This is an optimization exercise on Yosys and OpenROAD, whose aim is small area, a short achievable clock period and few clock cycles, not a production implementation. The RTL was checked by simulation tests, not by an equivalence proof against the original design. Power is estimated from default activity; no workload was simulated.

`design/flow/design.v`:
```
module jbang_seq (
    input  wire        clk,
    input  wire        rst,           
    input  wire [2:0]  bus_addr,      
    input  wire        bus_we,
    input  wire [31:0] bus_wdata,
    output reg  [31:0] bus_rdata,
    output reg         jtag_trst_n,
    output reg         jtag_tck,
    output reg         jtag_tms,
    output reg         jtag_tdi,
    input  wire        jtag_tdo
);
    localparam [3:0] F_TAP_IDCODE = 4'h1, F_CONNECT = 4'h2, F_ROUTER = 4'h3,
                     F_DAP_IDCODE = 4'h4, F_ACK = 4'h5, F_CSW = 4'h6,
                     F_NOT_SHIFTING = 4'h7, F_AFTER_LAST = 4'h8,
                     F_BAD_IR = 4'h9, F_ILLEGAL = 4'hA, F_NBITS = 4'hB;
    localparam [1:0] TS_RESET = 2'b00, TS_IDLE = 2'b01, TS_SHIFTING = 2'b10;
    localparam [3:0] S_START = 4'd0, S_A = 4'd1, S_B = 4'd2, S_C = 4'd3, S_C1 = 4'd4,
                     S_C2 = 4'd5, S_C3 = 4'd6, S_D = 4'd7, S_E = 4'd8, S_AL = 4'd9,
                     S_PT = 4'd10, S_END = 4'd15;
    localparam [1:0] K_GEN = 2'd0, K_TX = 2'd1, K_RST = 2'd2, K_SHF = 2'd3;
    localparam [2:0] C_NONE = 3'd0, C_TAPID = 3'd1, C_CONNECT = 3'd2, C_R60 = 3'd3,
                     C_R2C = 3'd4, C_DAPID = 3'd5, C_CSW = 3'd6;
    localparam [1:0] I_ABORT = 2'd0, I_DPACC = 2'd1, I_APACC = 2'd2, I_CMD = 2'd3;
    reg [31:0] arg0, arg1, result;
    reg [31:0] X, Y;
    reg [2:0]  O;                     
    reg        busy, fault, overrun, pin_init_done;
    reg [3:0]  fcode;
    reg [1:0]  tap_state;
    reg        shift_phase, ir_valid;
    reg [3:0]  ir_cache;
    reg [5:0]  c_nbits;
    reg [3:0]  c_ir;
    reg [2:0]  c_op3;
    reg        c_last;
    reg [1:0]  decf;                  
    reg [5:0]  upc;
    reg [3:0]  ph;
    reg [5:0]  cnt;
    reg        txp;                   
    reg [1:0] o_kind;
    reg       o_enB, o_wir, o_enC, o_nsel, o_lastsel, o_enD, o_enE, o_ea0, o_etms, o_enAL;
    reg [5:0] o_n;
    reg [3:0] o_cid;                  
    reg       o_dx;                   
    reg [3:0] o_ek;
    reg [2:0] o_chk;
    reg       o_last, o_res;
    reg [1:0] o_irsel;
    reg [2:0] o_op3;
    reg       o_op3cmd, o_y, o_iro;
    always @* begin
        o_kind = K_GEN; o_enB = 1'b0; o_wir = 1'b0; o_enC = 1'b0; o_nsel = 1'b0;
        o_lastsel = 1'b0; o_enD = 1'b0; o_enE = 1'b0; o_ea0 = 1'b0; o_etms = 1'b0;
        o_enAL = 1'b0; o_n = 6'd32; o_cid = 4'd0; o_dx = 1'b0; o_ek = 4'd10; o_chk = C_NONE;
        o_last = 1'b0; o_res = 1'b0; o_irsel = I_DPACC; o_op3 = 3'b000; o_op3cmd = 1'b0;
        o_y = 1'b0; o_iro = 1'b0;
        case (upc)
            6'd0:  begin o_kind = K_RST; o_enE = 1'b1; o_ek = 4'd5; o_etms = 1'b1; o_last = 1'b1; end
            6'd1:  begin o_last = 1'b1; end
            6'd2:  begin o_enE = 1'b1; o_ea0 = 1'b1; o_last = 1'b1; end
            6'd3:  begin o_enB = 1'b1; o_wir = 1'b1; o_last = 1'b1; end
            6'd4:  begin o_enB = 1'b1; o_last = 1'b1; end
            6'd5:  begin o_kind = K_SHF; o_enC = 1'b1; o_nsel = 1'b1; o_dx = 1'b1; o_lastsel = 1'b1;
                         o_enAL = 1'b1; o_last = 1'b1; o_res = 1'b1; end
            6'd6:  begin o_enB = 1'b1; o_wir = 1'b1; o_enC = 1'b1; o_nsel = 1'b1; o_dx = 1'b1;
                         o_enD = 1'b1; o_enAL = 1'b1; o_last = 1'b1; o_res = 1'b1; end
            6'd7:  begin o_enB = 1'b1; o_enC = 1'b1; o_nsel = 1'b1; o_dx = 1'b1;
                         o_enD = 1'b1; o_enAL = 1'b1; o_last = 1'b1; o_res = 1'b1; end
            6'd8:  begin o_kind = K_TX; o_iro = 1'b1; o_irsel = I_CMD; o_last = 1'b1; end
            6'd9:  begin o_kind = K_TX; o_irsel = I_CMD; o_op3cmd = 1'b1; o_dx = 1'b1; o_last = 1'b1; o_res = 1'b1; end
            6'd10: begin o_kind = K_TX; o_irsel = I_ABORT; o_op3 = 3'b000; o_cid = 4'd12; o_last = 1'b1; o_res = 1'b1; end
            6'd11: begin o_kind = K_TX; o_irsel = I_DPACC; o_op3 = 3'b010; o_dx = 1'b1; o_last = 1'b1; o_res = 1'b1; end
            6'd12: begin o_kind = K_TX; o_irsel = I_DPACC; o_op3 = 3'b011; o_last = 1'b1; o_res = 1'b1; end
            6'd13: begin o_kind = K_TX; o_irsel = I_DPACC; o_op3 = 3'b100; o_dx = 1'b1; o_last = 1'b1; o_res = 1'b1; end
            6'd14: begin o_kind = K_TX; o_irsel = I_DPACC; o_op3 = 3'b111; o_last = 1'b1; o_res = 1'b1; end
            6'd15: begin o_kind = K_TX; o_irsel = I_APACC; o_op3 = 3'b000; o_dx = 1'b1; o_last = 1'b1; o_res = 1'b1; end
            6'd16: begin o_kind = K_TX; o_irsel = I_APACC; o_op3 = 3'b001; o_last = 1'b1; o_res = 1'b1; end
            6'd17: begin o_kind = K_TX; o_irsel = I_APACC; o_op3 = 3'b010; o_dx = 1'b1; o_last = 1'b1; o_res = 1'b1; end
            6'd18: begin o_kind = K_TX; o_irsel = I_APACC; o_op3 = 3'b011; o_last = 1'b1; o_res = 1'b1; end
            6'd19: begin o_kind = K_TX; o_irsel = I_APACC; o_op3 = 3'b110; o_dx = 1'b1; o_last = 1'b1; o_res = 1'b1; end
            6'd20: begin o_kind = K_TX; o_irsel = I_APACC; o_op3 = 3'b111; o_last = 1'b1; o_res = 1'b1; end
            6'd21: begin o_kind = K_TX; o_irsel = I_DPACC; o_op3 = 3'b111; end
            6'd22: begin o_kind = K_TX; o_irsel = I_DPACC; o_op3 = 3'b011; o_y = 1'b1; end
            6'd23: begin o_kind = K_TX; o_irsel = I_DPACC; o_op3 = 3'b111; o_y = 1'b1; o_chk = C_CSW;
                         o_last = 1'b1; o_res = 1'b1; end
            6'd24: begin o_enB = 1'b1; o_enC = 1'b1; o_enD = 1'b1; o_chk = C_TAPID; end
            6'd25: begin o_enB = 1'b1; o_wir = 1'b1; o_enC = 1'b1; o_n = 6'd6; o_cid = 4'd1; o_enD = 1'b1; end
            6'd26: begin o_enB = 1'b1; o_enC = 1'b1; o_n = 6'd8; o_cid = 4'd2; o_enD = 1'b1; end
            6'd27: begin o_enB = 1'b1; o_enC = 1'b1; o_n = 6'd8; o_enD = 1'b1; o_enAL = 1'b1; o_chk = C_CONNECT; end
            6'd28: begin o_enB = 1'b1; o_wir = 1'b1; o_enC = 1'b1; o_n = 6'd6; o_cid = 4'd3; o_enD = 1'b1; end
            6'd29: begin o_enB = 1'b1; o_enC = 1'b1; o_cid = 4'd4; o_enD = 1'b1; end
            6'd30: begin o_enB = 1'b1; o_enC = 1'b1; o_cid = 4'd5; o_enD = 1'b1; o_chk = C_R60; end
            6'd31: begin o_enE = 1'b1; end
            6'd32: begin o_enB = 1'b1; o_enC = 1'b1; o_cid = 4'd6; o_enD = 1'b1; end
            6'd33: begin o_enB = 1'b1; o_enC = 1'b1; o_cid = 4'd7; o_enD = 1'b1; o_chk = C_R2C; end
            6'd34: begin o_enE = 1'b1; end
            6'd35: begin o_enB = 1'b1; o_wir = 1'b1; o_enC = 1'b1; o_n = 6'd6; o_cid = 4'd8; o_enD = 1'b1;
                         o_enE = 1'b1; o_last = 1'b1; end
            6'd36: begin o_enB = 1'b1; o_wir = 1'b1; o_enC = 1'b1; o_n = 6'd10; o_cid = 4'd9; o_enD = 1'b1; end
            6'd37: begin o_enB = 1'b1; o_enC = 1'b1; o_enD = 1'b1; o_chk = C_DAPID; end
            6'd38: begin o_kind = K_TX; o_irsel = I_DPACC; o_op3 = 3'b010; o_cid = 4'd10; end
            6'd39: begin o_kind = K_TX; o_irsel = I_DPACC; o_op3 = 3'b111; end
            6'd40: begin o_kind = K_TX; o_irsel = I_DPACC; o_op3 = 3'b011; o_y = 1'b1; end
            6'd41: begin o_kind = K_TX; o_irsel = I_DPACC; o_op3 = 3'b111; o_y = 1'b1; o_chk = C_CSW; end
            6'd42: begin o_kind = K_TX; o_irsel = I_DPACC; o_op3 = 3'b100; end
            6'd43: begin o_kind = K_TX; o_irsel = I_APACC; o_op3 = 3'b000; o_cid = 4'd11; o_last = 1'b1; end
            6'd44: begin o_kind = K_TX; o_irsel = I_APACC; o_op3 = 3'b010; o_dx = 1'b1; end
            6'd45: begin o_kind = K_TX; o_irsel = I_APACC; o_op3 = 3'b111; end
            6'd46: begin o_kind = K_TX; o_irsel = I_DPACC; o_op3 = 3'b111; end
            6'd47: begin o_kind = K_TX; o_irsel = I_DPACC; o_op3 = 3'b011; o_y = 1'b1; end
            6'd48: begin o_kind = K_TX; o_irsel = I_DPACC; o_op3 = 3'b111; o_y = 1'b1; o_chk = C_CSW;
                         o_last = 1'b1; o_res = 1'b1; end
            6'd49: begin o_kind = K_TX; o_irsel = I_APACC; o_op3 = 3'b010; o_dx = 1'b1; end
            6'd50: begin o_kind = K_TX; o_irsel = I_APACC; o_op3 = 3'b110; o_dx = 1'b1; o_y = 1'b1; end
            6'd51: begin o_kind = K_TX; o_irsel = I_DPACC; o_op3 = 3'b111; end
            6'd52: begin o_kind = K_TX; o_irsel = I_DPACC; o_op3 = 3'b011; o_y = 1'b1; end
            6'd53: begin o_kind = K_TX; o_irsel = I_DPACC; o_op3 = 3'b111; o_y = 1'b1; o_chk = C_CSW;
                         o_last = 1'b1; end
            default: begin o_last = 1'b1; end
        endcase
    end
    reg kbit;
    always @* begin
        case (o_cid)
            4'd1:  kbit = 32'h00000007 >> cnt[4:0];
            4'd2:  kbit = 32'h00000089 >> cnt[4:0];
            4'd3:  kbit = 32'h00000002 >> cnt[4:0];
            4'd4:  kbit = 32'hE0002000 >> cnt[4:0];
            4'd5:  kbit = 32'h60000000 >> cnt[4:0];
            4'd6:  kbit = 32'hAC002100 >> cnt[4:0];
            4'd7:  kbit = 32'h2C000000 >> cnt[4:0];
            4'd8:  kbit = 32'h0000003F >> cnt[4:0];
            4'd9:  kbit = 32'h000003FE >> cnt[4:0];
            4'd10: kbit = 32'h50000032 >> cnt[4:0];
            4'd11: kbit = 32'h00000012 >> cnt[4:0];
            4'd12: kbit = 32'h00000001 >> cnt[4:0];
            default: kbit = 1'b0;
        endcase
    end
    wire is_tx  = (o_kind == K_TX);
    wire [5:0] n_gen = o_nsel ? c_nbits : o_n;
    wire last_gen = o_lastsel ? c_last : 1'b1;
    reg [3:0] cur_ir;
    always @* begin
        case (o_irsel)
            I_ABORT: cur_ir = 4'b1000;
            I_APACC: cur_ir = 4'b1011;
            I_CMD:   cur_ir = c_ir;
            default: cur_ir = 4'b1010;
        endcase
    end
    wire [2:0] cur_op3 = o_op3cmd ? c_op3 : o_op3;
    wire ir_hit = ir_valid && (ir_cache == cur_ir);
    wire tap_idle = (tap_state == TS_IDLE);
    wire x_zero   = (X == 32'd0);
    wire x_one    = (X == 32'd1);
    wire vA  = (o_kind == K_GEN) && !tap_idle;
    wire vB  = o_enB;
    wire vC  = o_enC && (n_gen != 6'd0);
    wire vD  = o_enD;
    wire vE  = o_enE && !(o_ea0 && x_zero);
    wire vAL = o_enAL && (n_gen != 6'd32 || !o_enD);
    wire walk_ir = is_tx ? !txp : o_wir;
    reg [5:0] plast;
    always @* begin
        case (ph)
            S_A, S_D: plast = (tap_state == TS_RESET) ? 6'd0 : (shift_phase ? 6'd1 : 6'd2);
            S_B:      plast = walk_ir ? 6'd3 : 6'd2;
            S_C:      plast = is_tx ? 6'd9 : n_gen - 6'd1;
            S_C1:     plast = 6'd2;
            S_C2:     plast = 6'd31;
            S_E:      plast = is_tx ? 6'd0 : {2'b00, o_ek} - 6'd1;
            default:  plast = 6'd0;
        endcase
    end
    wire pend = (ph == S_E && o_ea0) ? x_one : (cnt == plast);
    reg [3:0] first_ph;
    always @* begin
        if (is_tx)
            first_ph = !tap_idle ? S_A : S_B;
        else if (vA)  first_ph = S_A;
        else if (vB)  first_ph = S_B;
        else if (vC)  first_ph = S_C;
        else if (vD)  first_ph = S_D;
        else if (vE)  first_ph = S_E;
        else if (vAL) first_ph = S_AL;
        else          first_ph = S_END;
    end
    reg [3:0] next_ph;
    always @* begin
        next_ph = S_END;
        if (is_tx) begin
            case (ph)
                S_A:  next_ph = S_B;
                S_B:  next_ph = txp ? S_C1 : S_C;
                S_C:  next_ph = S_D;
                S_C1: next_ph = S_C2;
                S_C2: next_ph = S_C3;
                S_C3: next_ph = S_D;
                S_D:  next_ph = txp ? S_E : (o_iro ? S_END : S_B);
                default: next_ph = S_END;
            endcase
        end else begin
            case (ph)
                S_A: next_ph = vB ? S_B : vC ? S_C : vD ? S_D : vE ? S_E : vAL ? S_AL : S_END;
                S_B: next_ph = vC ? S_C : vD ? S_D : vE ? S_E : vAL ? S_AL : S_END;
                S_C: next_ph = vD ? S_D : vE ? S_E : vAL ? S_AL : S_END;
                S_D: next_ph = vE ? S_E : vAL ? S_AL : S_END;
                S_E: next_ph = vAL ? S_AL : S_END;
                default: next_ph = S_END;
            endcase
        end
    end
    wire [5:0] plast_commit = (tap_state == TS_RESET) ? 6'd0 : (shift_phase ? 6'd1 : 6'd2);
    function pulse_tms(input [3:0] p, input [5:0] c);
        begin
            case (p)
                S_A, S_D: pulse_tms = (c != plast_commit);
                S_B:      pulse_tms = (c == 6'd0) || (walk_ir && c == 6'd1);
                S_C:      pulse_tms = (is_tx || last_gen) && (c == (is_tx ? 6'd9 : n_gen - 6'd1));
                S_C3:     pulse_tms = 1'b1;
                S_E:      pulse_tms = is_tx ? 1'b0 : o_etms;
                default:  pulse_tms = 1'b0;
            endcase
        end
    endfunction
    wire dreg = o_y ? Y[0] : X[0];
    function pulse_tdi(input [3:0] p, input [5:0] c);
        begin
            case (p)
                S_C:  pulse_tdi = is_tx ? ((c < 6'd4) ? cur_ir[c[1:0]] : 1'b1)
                                        : (o_dx ? X[0] : kbit);
                S_C1: pulse_tdi = O[0];
                S_C2: pulse_tdi = o_dx ? dreg : kbit;
                default: pulse_tdi = 1'b0;
            endcase
        end
    endfunction
    reg       chk_fail;
    reg [3:0] chk_code;
    always @* begin
        chk_fail = 1'b0; chk_code = F_CSW;
        case (o_chk)
            C_TAPID:   begin chk_fail = (X[27:0] != 28'hB94402F); chk_code = F_TAP_IDCODE; end
            C_CONNECT: begin chk_fail = (X[3:0] != 4'b1001); chk_code = F_CONNECT; end
            C_R60:     begin chk_fail = (X[31:24] != 8'h60); chk_code = F_ROUTER; end
            C_R2C:     begin chk_fail = (X[31:24] != 8'h2C); chk_code = F_ROUTER; end
            C_DAPID:   begin chk_fail = (X != 32'h3BA00477); chk_code = F_DAP_IDCODE; end
            C_CSW:     begin chk_fail = (Y != 32'hF0000000); chk_code = F_CSW; end
            default: ;
        endcase
    end
    wire [4:0] w_opc = bus_wdata[4:0];
    wire w_illegal = (bus_wdata[31:19] != 13'd0) || (w_opc == 5'h00) || (w_opc > 5'h1A);
    wire w_nbits   = (w_opc == 5'h06 || w_opc == 5'h07 || w_opc == 5'h08) && (bus_wdata[10:5] > 6'd32);
    wire w_badir   = (w_opc == 5'h09 || w_opc == 5'h0A) &&
                     !(bus_wdata[14:11] == 4'b1000 || bus_wdata[14:11] == 4'b1010 ||
                       bus_wdata[14:11] == 4'b1011);
    reg [5:0] w_entry;
    always @* begin
        case (w_opc)
            5'h16:   w_entry = 6'd21;
            5'h17:   w_entry = 6'd24;
            5'h18:   w_entry = 6'd36;
            5'h19:   w_entry = 6'd44;
            5'h1A:   w_entry = 6'd49;
            default: w_entry = {1'b0, w_opc} - 6'd1;
        endcase
    end
    reg [31:0] fval;
    always @* begin
        case (fcode)
            F_ILLEGAL, F_CSW: fval = Y;
            F_NBITS:          fval = {26'd0, c_nbits};
            F_BAD_IR:         fval = {28'd0, c_ir};
            F_ACK:            fval = {29'd0, O};
            F_NOT_SHIFTING:   fval = {30'd0, tap_state};
            F_AFTER_LAST:     fval = 32'd0;
            default:          fval = X;
        endcase
    end
    wire [31:0] status = {8'd0, 4'd0, fcode, 4'd0, ir_cache, ir_valid, shift_phase,
                          tap_state, pin_init_done, overrun, fault, busy};
    always @* begin
        case (bus_addr)
            3'd1:    bus_rdata = arg0;
            3'd2:    bus_rdata = arg1;
            3'd3:    bus_rdata = result;
            3'd4:    bus_rdata = status;
            3'd5:    bus_rdata = fault ? fval : 32'd0;
            default: bus_rdata = 32'd0;
        endcase
    end
    reg [3:0] np;        
    reg       op_end;    
    reg       go;        
    always @(posedge clk) begin
        if (rst) begin
            arg0 <= 32'd0; arg1 <= 32'd0; result <= 32'd0; X <= 32'd0; Y <= 32'd0; O <= 3'd0;
            busy <= 1'b0; fault <= 1'b0; overrun <= 1'b0; pin_init_done <= 1'b0; fcode <= 4'd0;
            tap_state <= TS_RESET; shift_phase <= 1'b0; ir_valid <= 1'b0; ir_cache <= 4'd0;
            c_nbits <= 6'd0; c_ir <= 4'd0; c_op3 <= 3'd0; c_last <= 1'b0; decf <= 2'd0;
            upc <= 6'd0; ph <= S_START; cnt <= 6'd0; txp <= 1'b0;
            jtag_trst_n <= 1'b1; jtag_tck <= 1'b0; jtag_tms <= 1'b1; jtag_tdi <= 1'b0;
        end else begin
            op_end = 1'b0;
            go = 1'b0;
            np = S_END;
            if (busy) begin
                if (jtag_tck) begin
                    jtag_tck <= 1'b0;
                    case (ph)
                        S_C:  if (!is_tx) X <= {jtag_tdo, X[31:1]};
                        S_C1: O <= {jtag_tdo, O[2:1]};
                        S_C2: if (o_y) Y <= {jtag_tdo, Y[31:1]};
                              else     X <= {jtag_tdo, X[31:1]};
                        S_E:  if (o_ea0) X <= X - 32'd1;
                        default: ;
                    endcase
                    if (pend) begin
                        case (ph)
                            S_A, S_D: begin tap_state <= TS_IDLE; shift_phase <= 1'b0; end
                            S_B: begin
                                tap_state <= TS_SHIFTING; shift_phase <= 1'b0;
                                if (walk_ir) ir_valid <= 1'b0;
                            end
                            S_C:  if (is_tx || last_gen) shift_phase <= 1'b1;
                            S_C3: shift_phase <= 1'b1;
                            default: ;
                        endcase
                        if (is_tx && ph == S_D && !txp) begin
                            ir_cache <= cur_ir; ir_valid <= 1'b1; txp <= 1'b1;
                        end
                        np = next_ph;
                        if (np == S_END) op_end = 1'b1;
                        else if (np == S_AL) begin ph <= S_AL; cnt <= n_gen; end
                        else begin ph <= np; cnt <= 6'd0; end
                    end else begin
                        cnt <= cnt + 6'd1;
                    end
                end else begin
                    case (ph)
                        S_START: begin
                            if (decf != 2'd0) begin
                                fault <= 1'b1; busy <= 1'b0;
                                fcode <= (decf == 2'd1) ? F_ILLEGAL :
                                         (decf == 2'd2) ? F_NBITS : F_BAD_IR;
                            end else begin
                                pin_init_done <= 1'b1;
                                O <= cur_op3;
                                txp <= ir_hit;
                                if (o_kind == K_SHF && tap_state != TS_SHIFTING) begin
                                    fault <= 1'b1; busy <= 1'b0; fcode <= F_NOT_SHIFTING;
                                end else if (o_kind == K_SHF && shift_phase) begin
                                    fault <= 1'b1; busy <= 1'b0; fcode <= F_AFTER_LAST;
                                end else if (is_tx && o_iro && ir_hit) begin
                                    op_end = 1'b1;
                                end else if (o_kind == K_RST) begin
                                    jtag_trst_n <= 1'b0;
                                    ph <= S_PT;
                                end else begin
                                    np = first_ph;
                                    if (np == S_END) op_end = 1'b1;
                                    else if (np == S_AL) begin ph <= S_AL; cnt <= n_gen; end
                                    else go = 1'b1;
                                end
                            end
                        end
                        S_PT: begin
                            jtag_trst_n <= 1'b1;
                            ph <= S_E; cnt <= 6'd0;
                        end
                        S_AL: begin
                            if (cnt == 6'd32) op_end = 1'b1;
                            else begin
                                X <= {1'b0, X[31:1]};
                                cnt <= cnt + 6'd1;
                            end
                        end
                        default: begin
                            if (ph == S_C2 && cnt == 6'd0 && O != 3'b010) begin
                                fault <= 1'b1; busy <= 1'b0; fcode <= F_ACK;
                            end else begin
                                jtag_tck <= 1'b1;
                                jtag_tms <= pulse_tms(ph, cnt);
                                jtag_tdi <= pulse_tdi(ph, cnt);
                            end
                        end
                    endcase
                end
                if (go) begin
                    jtag_tck <= 1'b1;
                    jtag_tms <= pulse_tms(np, 6'd0);
                    jtag_tdi <= pulse_tdi(np, 6'd0);
                    ph <= np; cnt <= 6'd0;
                end
                if (op_end) begin
                    if (chk_fail) begin
                        fault <= 1'b1; busy <= 1'b0; fcode <= chk_code;
                    end else if (o_last) begin
                        busy <= 1'b0;
                        if (o_res) result <= X;
                        if (o_kind == K_RST) begin
                            tap_state <= TS_RESET; shift_phase <= 1'b0; ir_valid <= 1'b0;
                        end
                    end else begin
                        upc <= upc + 6'd1;
                        ph <= S_START; cnt <= 6'd0;
                    end
                end
            end
            if (bus_we) begin
                case (bus_addr)
                    3'd0: begin
                        if (busy) overrun <= 1'b1;
                        else if (!fault) begin
                            busy <= 1'b1;
                            upc <= w_entry; ph <= S_START; cnt <= 6'd0;
                            c_nbits <= bus_wdata[10:5]; c_ir <= bus_wdata[14:11];
                            c_op3 <= bus_wdata[17:15]; c_last <= bus_wdata[18];
                            decf <= w_illegal ? 2'd1 : w_nbits ? 2'd2 : w_badir ? 2'd3 : 2'd0;
                            X <= arg0;
                            Y <= w_illegal ? bus_wdata : arg1;
                        end
                    end
                    3'd1: arg0 <= bus_wdata;
                    3'd2: arg1 <= bus_wdata;
                    default: ;
                endcase
            end
        end
    end
endmodule
```
`design/flow/config.mk`:
```
export PLATFORM = sky130hd
export DESIGN_NAME = jbang_seq
export DESIGN_NICKNAME = jbang_seq
export VERILOG_FILES = /design/flow/design.v
export SDC_FILE = /design/flow/constraint.sdc
export NUM_CORES = 4
export LEC_CHECK = 0
export CAP_MARGIN = 20
export CORE_MARGIN = 2
export CORE_UTILIZATION = 40
export PLACE_DENSITY = 0.6
export SLEW_MARGIN = 20
export SYNTH_MEMORY_MAX_BITS = 16384
```
`design/flow/constraint.sdc`:
```
create_clock -name core_clock -period 8.0 [get_ports {clk}]
set_input_delay 1.6000 -clock core_clock [delete_from_list [all_inputs] [get_ports {clk}]]
set_output_delay 1.6000 -clock core_clock [all_outputs]
set_load 0.01 [all_outputs]
```
`design/flow/run.sh`:
```
#!/bin/bash
# synth_recipe.tcl (not shown) runs the flow's synth.tcl, then flattens the netlist and writes it again
# the make line also repeats each setting of config.mk as NAME=value (left out here)
make -C /OpenROAD-flow-scripts/flow DESIGN_CONFIG=/design/flow/config.mk WORK_HOME=/design/flow/orfs CLKGATE_MAP_FILE= SYNTH_SCRIPT=/design/flow/synth_recipe.tcl finish
```
==> run notes <==
state kept, by name, summed over array words and instances, names as in the netlist, 4 cells and up:
register and count:
ir_cache 4, cnt 6, ph 4, arg0 32, X 32, c_nbits 6, o_cid 4, Y 32
arg1 32, o_n 4, c_ir 4, upc 6, fcode 4, result 32
worst max-delay path, stage by stage:
cell and delay (ns):
clkdlybuf4s50_1 0.92, buf_4 0.32, nor2b_1 0.90, a22oi_1 0.21
o221ai_1 0.32, clkdlybuf4s50_1 0.60
cell type report:
cell class / count / area share
multi-input combinational: 1784 / 0.577
sequential: 251 / 0.264
timing repair buffer: 114 / 0.0545
clock buffer: 43 / 0.0484
tap: 539 / 0.0354
clock inverter: 13 / 0.0117
inverter: 48 / 0.00946
antenna: 1 / 0.000131
kinds of logic after synthesis:
kind of cell,count (synthesis)
fa+ha+maj,25
buf+inv,260
flops,251
mux,122
compound gates,747
simple gates,864
xor+xnor,26
cell usage after synthesis, types with 32 or more instances:
cell      count
a22oi_1      74
nand2_1     322
nor2_1      215
mux2i_1      87
dfxtp_1     251
nand3_1      38
o21ai_0      99
a221o_1      32
nor2b_1      42
clkbuf_1    164
a21oi_1     220
nor3_1       71
inv_1        42
o22ai_1      33
mux2_2       35
a211oi_1     83
metrics by stage:
step	setup slack (ns)	instance area [µm²]	utilization	std cells	power, mW
2_1_floorplan	3.19	17000	-	2295	1.58
3_3_place_gp	1.59	17900	0.426	2736	1.72
3_5_place_dp	1.60	17900	0.426	2736	1.72
4_1_cts	1.60	19000	0.454	2792	3.29
5_1_grt	1.42	19000	0.454	2792	3.38
6_report	1.51	19000	0.454	2793	3.29
cells in the final DEF, fill, tap and decap left out, types with 20 or more instances in the layout:
| cell | netlist | final |
|---|---|---|
| nand3_1 | 38 | 37 |
| a221o_1 | 32 | 32 |
| o22ai_1 | 33 | 33 |
| o21ai_0 | 99 | 97 |
| nor4_1 | 21 | 21 |
| o221ai_1 | 23 | 23 |
| clkbuf_16 | 0 | 31 |
| o211ai_1 | 22 | 22 |
| dfxtp_1 | 251 | 251 |
| nand2_1 | 322 | 322 |
| mux2_2 | 35 | 35 |
| a211oi_1 | 83 | 83 |
| nor2_1 | 215 | 211 |
| a31oi_1 | 20 | 20 |
| a21oi_1 | 220 | 219 |
| inv_1 | 42 | 42 |
| buf_4 | 1 | 40 |
| a22oi_1 | 74 | 74 |
| mux2i_1 | 87 | 87 |
| ha_1 | 25 | 25 |
| nand2b_1 | 27 | 27 |
| nor3_1 | 71 | 71 |
| nor2b_1 | 42 | 40 |
| clkdlybuf4s50_1 | 0 | 72 |
path summary, 6_finish.rpt:
check,cells past startpoint,slack (ns),from,endpoint
worst max-delay path,6,1.51,bus_addr[2],bus_rdata[0]
worst min-delay path,2,0.45,decf[1],decf[1]
worst max register to register,16,1.95,o_nsel,o_n[5]
worst min register to register,2,0.45,decf[1],decf[1]
power groups by stage:
stage / Sequential (mW) / Clock [mW] / Combinational (mW)
6_report: 1.33 / 1.58 / 0.380
5_1_grt: 1.33 / 1.64 / 0.410
4_1_cts: 1.32 / 1.59 / 0.371
3_5_place_dp: 1.35 / 0 / 0.370
3_3_place_gp: 1.35 / 0 / 0.369
2_1_floorplan: 1.32 / 0 / 0.256
routing by layer:
layer | track usage | vias to the layer above | share of wire | routed length [µm]
met5 | 0 | - | 0 | 0
met4 | 0.107 | 0 | 0.039 | 2650
met3 | 0.0405 | 157 | 0.087 | 6000
met2 | 0.461 | 957 | 0.43 | 29800
met1 | 0.436 | 8797 | 0.44 | 30200
li1 | - | 8320 | - | -
==> metrics.md <==
| Metric | Value |
|---|---|
| Startpoint types | input port |
| Post-detail-place hpwl | 48500 µm |
| Area of the multi-input gates | 0.0110 mm² |
| Simple-gate share of the synthesized area | 0.241 |
| Die ar. | 0.0441 mm² |
| Syn_nets | 2359 |
| Sequential fraction of the synthesis area | 0.296 |
| Clk sinks | 251 |
| Synthesized flop and latch total | 251 |
| Postcts setup bufs | 0 |
| Final Critical Period | 6.49 ns |
| Syn Area/Cell | 7.39 µm² |
| Clk_skew | 0.0272 ns |
| Total of fill cells in the finished design | 4255 |
| Yosys top cell area share | 0.296 |
| Worst VDD drop | 0.177 mV |
| Max_cap viols | 0 |
| Synth async-reset ratio | 0 |
| Kind of critical path | in -> out |
| Pint | 2.40 mW |
| Synth Area in XOR/XNOR | 0.0134 |
| Post-synthesis cell type count | 90 |
| Via/cell ratio | 6.53 |
| WL per Instance | 24.6 µm |
| Worst hold slack | 0.454 ns |
| Fin nets | 2293 |
| Gr ovfl total | 0 |
| Largest net degree at the start of global routing | 119 |
| Adder-Cell Fraction of Synth Area | 0.0184 |
| Post-CTS Hold Buffers | 0 |
| Layout cells sized above 1 | 0.0768 |
| Worst Tran Pin Value | 1.12 ns |
| Clock-pin slew on the worst setup and hold paths | 0.06 ns |
| Initial antenna violation count | 1 |
| Crit path required time | 6.40 ns |
| First-pass GRT wire length | 105000 µm |
| CTS tree | done |
| Clk pwr share | 0.481 |
| Critical path arrival | 4.89 ns |
| Vias | 18.2k |
| Final worst-path cycle share | 0.812 |
| Max Root-Sink Buffers | 3 |
| Syn. warnings | 1 |
| Sw frac | 0.271 |
| Setup crit end kind | output port |
| GR Util All Layers | 0.302 |
| Main area contributors after synthesis | dfxtp_1, nand2_1, a21oi_1 |
| Vias in the first global route | 16.6k |
| # DRC | 0 |
| Psw | 891 µW |
| Mapped Cells | 2295 |
| RSZ-0062 raised after global routing | false |
| Clk root buf | clkbuf_16 |
| Cell taking the most area after synthesis | dfxtp_1 |
| Post-Syn Area | 0.0170 mm² |
| Leak pwr | 6.35 nW |
| Hold Vio Cnt, Final | 0 |
| Post-cts gate resize count | 0 |
| Outcome | complete, no violations |
| Largest family of logic cells by synthesized area | compound AO/OA/AOI/OAI gates |
| Synth Area in Compound Gates | 0.295 |
| Power Dens Cells | 173 mW/mm² |
| Final WL | 68600 µm |
| Worst Hold Class | reg -> reg |
| Post-synthesis mux area share | 0.0746 |
| Post-route ant nets | 0 |
| Die height | 210 µm |
| Register share of total power | 0.403 |
| Num CTS Buffers | 30 |
| Logic pwr share | 0.116 |
| Starting Density | 0.405 |
| Clock Latency Late Sink | 0.59 ns |
| H-Tree Depth | 1 |
| # IOs | 75 |
| Final setup vio count | 0 |
| Initial DRC Count | 2639 |
| Slew headroom | 0.251 |
| Die Width | 210 µm |
| Fin. max-slew vios | 0 |
| Synth-to-Final Area Change | 12.2% |
| Most used DFF post-synth | dfxtp_1 |
| Reg area | 0.00502 mm² |
| GP Congestion | 1.01 |
| Max FO, Critical Path | 15 |
| Core Box Area | 0.0419 mm² |
| Pre-antenna DRT Iters | 7 |
| Row cnt | 75 |
| IO buf count | 74 |
| Number of synthesized flops with an enable pin | 0 |
| FMAX | 154 MHz |
| Setup TNS | 0 ns |
Testbench counts, summed over its fixed seeds: cycles 293,260.

==> separate check: timing with driven ports <==
Ports are ideal in the flow. The routed layout listed here was re-timed in OpenROAD. Step 1 assumes that a clkbuf_16 drives the clock port and a buf_2 every other input. Step 2 adds t to the input delays and takes it off the output delays; t is the mean of the earliest and latest rising clock arrival at the registers after step 1. Input paths then give back, and output paths get back, about the clock's delay inside the block. Three values: no drivers, after step 1, after step 2; two values: the first two.
t, ns: 0.631
setup slack, ns: 1.506 / 1.479 / 1.479
hold slack, ns: 0.454 / 0.454 / 0.454
worst setup path at the end: input to output
slew at the worst register clock pin (ns): 0.07 / 0.07
After both steps setup and hold are still met in this run. The setup slack of this run moves by -0.027 ns with the drivers and by -0.027 ns with both steps.
